Background: an optimization exercise with open tools, aiming at small area, a short achievable clock period and few clock cycles per item. Do not read the settings as production practice. In this exercise RTL edits were held to simulation tests only and were not proved equivalent to the original. Power is estimated from default activity; no workload was simulated.

==> flow/design.v <==
module hdrs_enc (
    input  wire        clk,
    input  wire        rst,
    input  wire        cmd_valid,
    output wire        cmd_ready,
    input  wire        cmd_op,         
    input  wire        cmd_crc_init,   
    input  wire [4:0]  cmd_nsym,
    input  wire [2:0]  cmd_t4,
    input  wire [6:0]  cmd_t8,
    input  wire        sym_valid,
    output wire        sym_ready,
    input  wire [31:0] sym_data,
    output wire        out_valid,
    input  wire        out_ready,
    output wire [7:0]  out_data,
    output wire        done,
    output wire        done_err,
    output wire [4:0]  done_count,
    output wire [6:0]  done_bytes,
    output wire [31:0] done_crc
);
    localparam OP_REF = 1'b0;
    localparam OP_ENC = 1'b1;
    localparam EP_CRC = 2'd0;    
    localparam EP_BM  = 2'd1;    
    localparam EP_FLD = 2'd2;    
    localparam C_T4  = 2'd0;
    localparam C_T8  = 2'd1;
    localparam C_T32 = 2'd2;
    localparam C_UNC = 2'd3;
    function [31:0] crc_update;
        input [31:0] st;
        input [7:0]  b;
        integer k;
        reg [31:0] c;
        begin
            c = st ^ {24'd0, b};
            for (k = 0; k < 8; k = k + 1)
                c = c[0] ? ((c >> 1) ^ 32'hEDB88320) : (c >> 1);
            crc_update = c;
        end
    endfunction
    function [8:0] carries8;
        input [7:0] g;
        input [7:0] p;
        input       cin;
        reg   [7:0] gg, pp, gn, pn;
        integer i, k;
        begin
            gg = g;
            pp = p;
            for (k = 1; k < 8; k = k * 2) begin
                gn = gg;
                pn = pp;
                for (i = k; i < 8; i = i + 1) begin
                    gn[i] = gg[i] | (pp[i] & gg[i - k]);
                    pn[i] = pp[i] & pp[i - k];
                end
                gg = gn;
                pp = pn;
            end
            carries8[0] = cin;
            for (i = 0; i < 8; i = i + 1)
                carries8[i + 1] = gg[i] | (pp[i] & cin);
        end
    endfunction
    function eq_inc25;
        input [24:0] x;
        input [24:0] y;
        reg   [24:0] t;
        integer i;
        begin
            t[0] = 1'b1;
            for (i = 1; i < 25; i = i + 1)
                t[i] = t[i - 1] & y[i - 1];
            eq_inc25 = ((x ^ y ^ t) == 25'd0);
        end
    endfunction
    function [1:0] tier_of;
        input [8:0] m;
        input [2:0] t4;
        input [6:0] t8;
        reg   [7:0] d;
        reg   [6:0] t4x;
        reg   [8:0] c4le, c4ge, c8le, c8ge;
        reg         in4, in8;
        begin
            d    = m[7:0];
            t4x  = {4'd0, t4};
            c4le = carries8({1'b0, t4x & ~d[6:0]}, {1'b0, t4x ^ ~d[6:0]}, 1'b1);
            c4ge = carries8({1'b0, t4x & d[6:0]},  {1'b0, t4x ^ d[6:0]},  1'b0);
            c8le = carries8({1'b0, t8 & ~d[6:0]},  {1'b0, t8 ^ ~d[6:0]},  1'b1);
            c8ge = carries8({1'b0, t8 & d[6:0]},   {1'b0, t8 ^ d[6:0]},   1'b0);
            in4  = d[7] ? c4ge[7] : c4le[7];
            in8  = d[7] ? c8ge[7] : c8le[7];
            if (m[8] && d == 8'd0)
                tier_of = C_UNC;
            else if (m[8] && in4)
                tier_of = C_T4;
            else if (m[8] && in8)
                tier_of = C_T8;
            else
                tier_of = C_T32;
        end
    endfunction
    reg        p_v, p_op, p_ci;
    reg [4:0]  p_n;
    reg [2:0]  p_t4;
    reg [6:0]  p_t8;
    reg [31:0] s0, s1;
    reg        s_one, s_two;      
    reg        s_rdy;             
    reg        l_v, l_op, l_ci, l_err, l_last;
    reg [4:0]  l_n, l_s, l_cnt;
    reg [2:0]  l_t4;
    reg [6:0]  l_t8;
    reg [15:0] l_bm;
    reg [40:0] ring [0:15];
    reg [1:0]  hc;                
    reg        e_v, e_op, e_err, e_lk, e_last, e_big, e_i0;
    reg        l_s0, compat;          
    reg [1:0]  e_ph;
    reg [4:0]  e_n, e_i, e_cnt;
    reg [2:0]  e_t4;
    reg [6:0]  e_t8;
    reg [15:0] e_bm;
    reg [9:0]  e_bits;
    reg [63:0] acc;
    reg [6:0]  acnt;
    reg        ov;
    reg [5:0]  rf;                
    reg [31:0] crc;
    reg        d_v, d_err, d_fire, d_init, d_rb;
    reg [4:0]  d_cnt;
    reg [6:0]  d_bytes;
    reg [3:0]  d_left;
    wire [40:0] head  = ring[0];
    wire [31:0] hv    = head[31:0];
    wire [7:0]  hd    = head[39:32];
    wire [8:0]  dc8   = carries8(s0[7:0] & ~hv[7:0], ~(s0[7:0] ^ hv[7:0]), 1'b1);
    wire [7:0]  d8    = ~(s0[7:0] ^ hv[7:0]) ^ dc8[7:0];
    wire        b8    = ~dc8[8];
    wire [24:0] s_hi  = {s0[31], s0[31:8]};
    wire [24:0] v_hi  = {hv[31], hv[31:8]};
    wire        hi_eq = (s_hi == v_hi);
    wire        hi_p1 = eq_inc25(s_hi, v_hi);
    wire        hi_m1 = eq_inc25(v_hi, s_hi);
    wire        dh_0  = b8 ? hi_p1 : hi_eq;     
    wire        dh_m1 = b8 ? hi_eq : hi_m1;     
    wire        fit8  = d8[7] ? dh_m1 : dh_0;   
    wire        l_chg = (s0 != hv);
    reg [33:0] fld;
    reg [5:0]  fw;
    reg        room;
    always @(*) begin
        fld  = 34'd0;
        fw   = 6'd0;
        room = 1'b1;
        if (e_ph == EP_BM) begin
            fld = {e_bm, 18'd0};
            if (e_big)      begin fw = 6'd16; room = rf[3]; end
            else            begin fw = 6'd8;  room = rf[1]; end
        end else if (e_op == OP_REF) begin
            fld  = {hv, 2'b00};
            fw   = 6'd32;
            room = rf[4];
        end else begin
            case (hc)
                C_T4:  begin fld = {2'b00, hd[3:0], 28'd0}; fw = 6'd6;  room = rf[0]; end
                C_T8:  begin fld = {2'b01, hd, 24'd0};      fw = 6'd10; room = rf[2]; end
                C_T32: begin fld = {2'b10, hv};             fw = 6'd34; room = rf[5]; end
                default: begin fld = 34'd0;                 fw = 6'd0;  room = 1'b1;  end
            endcase
        end
    end
    wire       d_free   = !d_v || d_fire;
    wire       e_fld    = e_v && !e_err && (e_ph == EP_FLD);
    wire       e_can    = room && (!e_last || d_free);
    wire       l_go     = l_v && !l_err;
    wire       cand     = e_fld && e_i0 && l_go && l_s0 && compat;
    wire       tog      = e_fld && (e_lk || cand);
    wire   l_step   = s_one && l_go && (tog ? e_can : !e_v);
    wire   e_fstep  = e_fld && e_can && (tog ? s_one : 1'b1);
    wire   e_bstep  = e_v && !e_err && (e_ph == EP_BM) && room;
    wire   e_app    = e_fstep || e_bstep;
    wire   e_done   = e_fstep && e_last;
    wire   e_edone  = e_v && e_err && d_free;
    wire   l_done   = l_v && (l_err ? !e_v : (l_step && l_last));
    wire   shift    = l_step || e_fstep;
    assign out_valid = ov;
    assign out_data  = acc[63:56];
    wire   out_fire  = ov && out_ready;
    wire [63:0] acc_a  = e_app ? (acc | ({fld, 30'd0} >> acnt)) : acc;
    wire [7:0]  k_sum  = {1'b0, acnt} + {2'd0, fw};
    wire        k_frac = (k_sum[2:0] != 3'd0);
    wire [6:0]  k_app  = k_sum[6:0];
    wire [6:0]  k_end  = {k_sum[6:3] + {3'd0, k_frac}, 3'd0};
    wire [6:0]  k_sel  = e_done ? k_end : e_app ? k_app : acnt;
    wire [6:0]  k_app8 = {k_sum[6:3] - 4'd1, k_sum[2:0]};
    wire [6:0]  k_end8 = {k_frac ? k_sum[6:3] : k_sum[6:3] - 4'd1, 3'd0};
    wire [6:0]  acnt8  = {acnt[6:3] - 4'd1, acnt[2:0]};
    wire [6:0]  k_sel8 = e_done ? k_end8 : e_app ? k_app8 : acnt8;
    wire [6:0]  cnt_n  = out_fire ? k_sel8 : k_sel;
    wire [9:0]  bits_n = e_bits + {4'd0, fw};
    function [5:0] room_flags;
        input [6:0] k;
        begin
            room_flags = {k <= 7'd30, k <= 7'd32, k <= 7'd48, k <= 7'd54, k <= 7'd56, k <= 7'd58};
        end
    endfunction
    function [5:0] room_flags_end;
        input [6:0] k;
        begin
            room_flags_end = {k <= 7'd24, k <= 7'd32, k <= 7'd48, k <= 7'd48, k <= 7'd56, k <= 7'd56};
        end
    endfunction
    function [5:0] room_flags8;
        input [6:0] k;
        begin
            room_flags8 = {k <= 7'd38, k <= 7'd40, k <= 7'd56, k <= 7'd62, k <= 7'd64, k <= 7'd66};
        end
    endfunction
    function [5:0] room_flags_end8;
        input [6:0] k;
        begin
            room_flags_end8 = {k <= 7'd32, k <= 7'd40, k <= 7'd56, k <= 7'd56, k <= 7'd64, k <= 7'd64};
        end
    endfunction
    wire [5:0]  rf_e0 = room_flags_end(k_sum[6:0]);
    wire [5:0]  rf_e8 = room_flags_end8(k_sum[6:0]);
    wire [5:0]  rf_a0 = room_flags(k_sum[6:0]);
    wire [5:0]  rf_a8 = room_flags8(k_sum[6:0]);
    wire [5:0]  rf_k0 = room_flags(acnt),   rf_k8 = room_flags8(acnt);
    wire [5:0]  rf_s0 = e_done ? rf_e0 : e_app ? rf_a0 : rf_k0;
    wire [5:0]  rf_s8 = e_done ? rf_e8 : e_app ? rf_a8 : rf_k8;
    wire [5:0]  rf_n  = out_fire ? rf_s8 : rf_s0;
    wire        ov_s0 = e_done ? (k_sum != 8'd0) : e_app ? (k_sum >= 8'd8)  : (acnt >= 7'd8);
    wire        ov_s8 = e_done ? (k_sum >= 8'd9) : e_app ? (k_sum >= 8'd16) : (acnt >= 7'd16);
    wire        ov_n  = out_fire ? ov_s8 : ov_s0;
    assign cmd_ready = !p_v;
    wire cmd_fire = cmd_valid && !p_v;
    wire p_take   = p_v && (!l_v || l_done);
    assign sym_ready = s_rdy;
    wire sym_fire = sym_valid && !s_two;
    assign done       = d_fire;
    assign done_err   = d_err;
    assign done_count = d_cnt;
    assign done_bytes = d_bytes;
    assign done_crc   = ~crc;
    integer i;
    wire        l_act = l_go && (tog || !e_v);    
    wire [4:0]  ins_n = l_act ? l_n : e_n;
    wire [3:0]  ins   = ins_n[3:0] - 4'd1;
    wire [40:0] tail  = l_act ? {fit8, d8, s0} : head;
    always @(posedge clk) begin
        if (shift) begin
            for (i = 0; i < 15; i = i + 1)
                ring[i] <= (ins == i) ? tail : ring[i + 1];
            ring[15] <= tail;
        end
        if (shift)
            hc <= tier_of(ring[1][40:32], e_t4, e_t8);
        else
            hc <= tier_of(ring[0][40:32], e_t4, e_t8);
    end
    always @(posedge clk) begin
        if (!s_one || l_step)
            s0 <= s_two ? s1 : sym_data;
        if (!s_two)
            s1 <= sym_data;
    end
    always @(posedge clk) begin
        if (rst) begin
            p_v    <= 1'b0;
            s_one  <= 1'b0;
            s_two  <= 1'b0;
            s_rdy  <= 1'b1;
            l_v    <= 1'b0;
            e_v    <= 1'b0;
            e_lk   <= 1'b0;
            d_v    <= 1'b0;
            d_fire <= 1'b0;
            d_init <= 1'b0;
            acc    <= 64'd0;
            acnt   <= 7'd0;
            ov     <= 1'b0;
            rf     <= 6'b111111;
            crc    <= 32'hFFFFFFFF;
        end else begin
            if (cmd_fire) begin
                p_v  <= 1'b1;
                p_op <= cmd_op;
                p_ci <= cmd_crc_init;
                p_n  <= cmd_nsym;
                p_t4 <= cmd_t4;
                p_t8 <= cmd_t8;
            end else if (p_take) begin
                p_v <= 1'b0;
            end
            if (sym_fire && !l_step) begin
                s_one <= 1'b1;
                s_two <= s_one;
                s_rdy <= !s_one;
            end else if (l_step && !sym_fire) begin
                s_one <= s_two;
                s_two <= 1'b0;
                s_rdy <= 1'b1;
            end
            if (l_step) begin
                l_s0   <= 1'b0;
                l_s    <= l_s + 5'd1;
                l_last <= (l_s + 5'd2 == l_n);
                if (l_op == OP_ENC) begin
                    l_bm[~l_s[3:0]] <= l_chg;
                    if (l_chg)
                        l_cnt <= l_cnt + 5'd1;
                end
            end
            if (l_done || !l_v) begin
                l_v    <= p_v;
                l_op   <= p_op;
                l_ci   <= p_ci;
                l_n    <= p_n;
                l_t4   <= p_t4;
                l_t8   <= p_t8;
                l_err  <= (p_n == 5'd0) || (p_n > 5'd16);
                l_s    <= 5'd0;
                l_s0   <= 1'b1;
                compat <= l_done ? (p_n >= l_n) : (p_n >= e_n);
                l_last <= (p_n == 5'd1);
                l_cnt  <= 5'd0;
                l_bm   <= 16'd0;
            end
            if (e_app)
                e_bits <= bits_n;
            if (e_fstep) begin
                e_i0   <= 1'b0;
                e_i    <= e_i + 5'd1;
                e_last <= (e_i + 5'd2 == e_n);
                if (tog)
                    e_lk <= 1'b1;
            end
            if (e_bstep)
                e_ph <= EP_FLD;
            if (e_v && !e_err && e_ph == EP_CRC && acnt == 7'd0 && d_free) begin
                crc  <= 32'hFFFFFFFF;
                e_ph <= (e_op == OP_ENC) ? EP_BM : EP_FLD;
            end
            if (e_done || e_edone) begin
                e_v  <= 1'b0;
                e_lk <= 1'b0;
            end
            if (l_done) begin
                e_v    <= 1'b1;
                e_lk   <= 1'b0;
                e_op   <= l_op;
                e_err  <= l_err;
                e_n    <= l_n;
                e_big  <= (l_n > 5'd8);
                e_t4   <= l_t4;
                e_t8   <= l_t8;
                e_i    <= 5'd0;
                e_i0   <= 1'b1;
                e_last <= (l_n == 5'd1);
                e_bits <= 10'd0;
                e_cnt  <= (l_op == OP_ENC) ? l_cnt + {4'd0, l_step && l_chg} : 5'd0;
                e_bm   <= l_bm;
                if (l_step && l_op == OP_ENC)
                    e_bm[~l_s[3:0]] <= l_chg;
                e_ph   <= l_ci ? EP_CRC : (l_op == OP_ENC) ? EP_BM : EP_FLD;
            end
            acc  <= out_fire ? {acc_a[55:0], 8'd0} : acc_a;
            acnt <= cnt_n;
            ov   <= ov_n;
            rf   <= rf_n;
            if (out_fire)
                crc <= crc_update(crc, acc[63:56]);
            if (e_done || e_edone) begin
                d_v     <= 1'b1;
                d_init  <= !e_err;
                d_err   <= e_err;
                d_cnt   <= e_err ? 5'd0 : e_cnt;
                d_bytes <= e_err ? 7'd0 : bits_n[9:3];
                d_rb    <= !e_err && (bits_n[2:0] != 3'd0);
                d_fire  <= e_err;
            end else if (d_init) begin
                d_init  <= 1'b0;
                d_bytes <= d_bytes + {6'd0, d_rb};
                d_left  <= acnt[6:3] - {3'd0, out_fire};
                d_fire  <= (acnt[6:3] == {3'd0, out_fire});
            end else if (d_fire) begin
                d_v    <= 1'b0;
                d_fire <= 1'b0;
            end else if (out_fire && d_v) begin
                d_left <= d_left - 4'd1;
                d_fire <= (d_left == 4'd1);
            end
        end
    end
endmodule
==> flow/flow/run.sh <==
#!/bin/bash
# The standard layout, with adders left to ABC as plain gates instead of mapped to
# the platform's full/half adder cells (ADDER_MAP_FILE empty). Synthesis is otherwise
# the standard one, so the registers are the standard synthesis's.
set -euo pipefail
bash standard.sh ADDER_MAP_FILE= finish > standard.log 2>&1
==> flow/standard.sh <==
#!/bin/bash
# synth_recipe.tcl (not shown) runs the flow's synth.tcl, then flattens the netlist and writes it again
# the make line also repeats each setting of config.mk as NAME=value (left out here)
make -C /OpenROAD-flow-scripts/flow DESIGN_CONFIG=/design/flow/config.mk WORK_HOME=/design/flow/orfs CLKGATE_MAP_FILE= SYNTH_SCRIPT=/design/flow/synth_recipe.tcl "${@:-finish}"
==> flow/config.mk <==
export PLATFORM = sky130hd
export DESIGN_NAME = hdrs_enc
export DESIGN_NICKNAME = hdrs_enc
export VERILOG_FILES = /design/flow/design.v
export SDC_FILE = /design/flow/constraint.sdc
export NUM_CORES = 4
export LEC_CHECK = 0
export CAP_MARGIN = 0
export CORE_MARGIN = 2
export CORE_UTILIZATION = 65
export PLACE_DENSITY = 0.75
export SETUP_SLACK_MARGIN = 5
export SLEW_MARGIN = 0
export TNS_END_PERCENT = 5
==> flow/constraint.sdc <==
create_clock -name core_clock -period 9.0 [get_ports {clk}]
set_input_delay 1.8000 -clock core_clock [delete_from_list [all_inputs] [get_ports {clk}]]
set_output_delay 1.8000 -clock core_clock [all_outputs]
set_load 0.01 [all_outputs]
==> results.txt <==
Pwr Density between 200 and 250 nW/um^2; Synth Cell Area 47600 um^2; design area 52300 um^2; synthesized area per cell roughly 11 um^2; total power 10.8 mW; GR Overflow Total 0; DR vias 34087; total core area 72700 um^2; Worst Tran Pin Value between 1 and 1.5 ns; number of setup violations in the final report 0; FP Rows 99; initial drt markers 3993; Longest Clk Path Bufs 3; post-synthesis sequential area ratio 0.586; port bufs 110; Fmax 251 MHz; global-route wire length before repair 174000 um; static power due to leakage 19.0 nW; drt wl/cell 20.2 um; Peak VDD IR 0.265 mV; worst setup margin ~5.0 ns; max-slew violations 0; dpl ws 4.23 ns; die width 275 um; synth top area cells edfxtp_1 (52%), o21ai_0 (6.7%), dfxtp_1 (6.4%); RSZ-0062 raised after global routing true; Syn. warnings 2; Post-synth EDFFs 827; area of the multi-input gates between 15000 and 20000 um^2; CTS Buf Count 100; Critical Path RT 9.38 ns; die area between 70000 and 80000 um^2; vias per cell 6.23; root buffer cell clkbuf_16; clock latency (worst-skew pair) 0.67 ns; NumNets Final 4483; syn nets approximately 4600; Rel. slew slack 0.107; Worst setup SP type register; share of cells above drive strength 1 0.0844; min Tclk post-route 3.98 ns; DRT antenna net count 0; Starting Density 0.654; Hold Vio Cnt, Final 0; Die Y 275 um; CP Class register to register; largest net degree at the start of global routing 182; arrival time worst endpoint 4.36 ns; io pins 111; DRC 0; share of the synthesized area in the top cell type 0.522; status timing/DRC/antenna clean; Post-DP HPWL 68500 um; max cap viols 0; commonest cells after routing, fill and taps aside edfxtp_1 (827), nand2_1 (678), o21ai_0 (632); final wirelength around 110000 um; placer's final routability congestion estimate 0.953; Synth-to-Final Area Change 10.0%; Yosys top cell by area edfxtp_1; Final Skew 0.0272 ns; Synth Instances ~4500; leading cell type in the layout, fill and taps excluded edfxtp_1; sequential cell area 27900 um^2; initial antenna violation count 1; vias in the first global route around 32000; CTS tree built; Layout fillers ~5300; flops & latches, synth 980; crit share post-route 0.442; dominant synthesized flop cell edfxtp_1; hold buffer count at cts 0; placed standard-cell area approximately 49000 um^2; TritonCTS Sinks 980; Crit. End Element register; maximum fanout along the worst path 82; All-Layer GR Usage 0.292; total iterations of the first detailed-routing run 6; Hold WC Path Type register to register; Netlist cell types 103; asr flop ratio synth 0; diodes inserted 0; # H-tree levels 3; clock slew at reported path FFs about 0.060 ns
==> final timing paths <==
path | start | to | slack (ns) | depth (start not counted)
worst max-delay path | e_err | ring[12][40] | 5.02 | 9
worst min-delay path | l_t8[4] | e_t8[4] | 0.42 | 0
worst max register to register | e_err | ring[12][40] | 5.02 | 9
worst min register to register | l_t8[4] | e_t8[4] | 0.42 | 0
==> cells by family (layout without fill, tap and decap cells) <==
group / count (synthesis) / count (layout) / share of synthesized area
flops: 980 / 980 / 0.586
compound gates: 1198 / 1198 / 0.151
fa+ha+maj: 22 / 22 / 0.00468
xor+xnor: 181 / 181 / 0.0335
buf+inv: 476 / 487 / 0.0411
mux: 176 / 176 / 0.0439
simple gates: 1470 / 1470 / 0.140
==> timing repair <==
action                     in CTS  in global routing
pin swaps                       1                  0
gates cloned                    2                  0
setup buffers                   3                 11
resized for setup               5                  2
setup endpoints to repair     659                477
==> report_power, final <==
part	internal, mW	switching, mW
clock	2.24	1.76
sequential	5.10	0.140
combinational	0.607	0.907
==> metal layers <==
| layer | track usage | part of all wire |
|---|---|---|
| met5 | 0 | 0.00012 |
| met1 | 0.401 | 0.42 |
| met3 | 0.0381 | 0.061 |
| met2 | 0.477 | 0.48 |
| met4 | 0.115 | 0.039 |
==> sequential cells by signal, indices dropped and copies added, names as in the netlist, 6 cells and up <==
name	count
l_bm	16
e_bm	16
l_t8	7
e_t8	7
s1	32
acc	64
s0	32
e_bits	9
crc	32
p_t8	7
d_bytes	7
acnt	6
rf	6
ring	656
==> layout make-up <==
type / count / area share
clock inverter: 46 / 0.00636
tap: 959 / 0.0229
timing repair buffer: 180 / 0.0332
clock buffer: 141 / 0.0542
sequential: 980 / 0.533
multi-input combinational: 3047 / 0.342
inverter: 120 / 0.00868
==> stage by stage <==
stage,std cells,setup TNS (ns),hold slack (ns),util
final,5473,0,0.418,0.720
after global routing,5473,0,0.423,0.720
after CTS,5461,0,0.415,0.718
after detailed placement,5269,0,0.405,0.673
after global placement,5269,0,0.404,0.673
after floorplan,4503,-1756.93,0.400,-
==> worst max-delay path, stage by stage (launching register included) <==
cell and delay [ns]:
edfxtp_1 0.57, nor3b_1 0.32, nand2_1 0.20, o21ai_1 0.53, nand2_2 0.08, buf_4 0.35
o31a_1 0.52, nand2_4 0.71, mux2i_1 0.28, a31oi_1 0.06
==> cell usage after synthesis (all sizes together), types with 8 or more instances <==
cell	n
and2	22
o21ai	656
nor2	338
nor2b	44
mux2	71
nand2b	46
o22ai	17
or2	14
buf	105
nor3b	15
a311oi	12
a21oi	193
nand4	25
a41oi	10
nand4b	13
o31ai	12
a21o	17
nor4	30
a221oi	21
o21a	11
clkbuf	251
and3	18
a211oi	68
edfxtp	827
inv	119
xor2	72
xnor2	109
a31oi	45
o211ai	13
dfxtp	153
mux2i	86
nand3	49
nor3	106
and4	8
maj3	22
o221ai	8
or3	9
nand2	692
a211o	10
mux4	19
a2111oi	16
nand3b	15
Testbench counts, summed over its fixed seeds: cycles 13,589, symbols 9,235.

==> re-timing with driven ports <==
Ports are ideal in the flow. The routed layout listed here was re-timed in OpenROAD.
Step 1 (the two cells are an assumption about what drives the block):
set clk [get_ports {clk}]
set_driving_cell -lib_cell sky130_fd_sc_hd__clkbuf_16 $clk
set_driving_cell -lib_cell sky130_fd_sc_hd__buf_2 [delete_from_list [all_inputs] $clk]
Step 2 moves the port delays by t, midway between the first and last clock arrival at a register: inputs arrive t later, outputs are due t later. That takes back most of the time a late clock gives input paths.
Slacks: ideal ports / drivers / drivers and shift; pairs: ideal ports / drivers.
t (ns): 0.724
setup slack, ns: 5.018 / 5.018 / 4.434
hold slack, ns: 0.418 / 0.418 / 0.418
worst setup path at the end: input to register
worst data-port slew with drivers (ns): 0.06
After both steps setup and hold are still met in this run. The setup slack of this run moves by 0.000 ns with the drivers and by -0.584 ns with both steps.
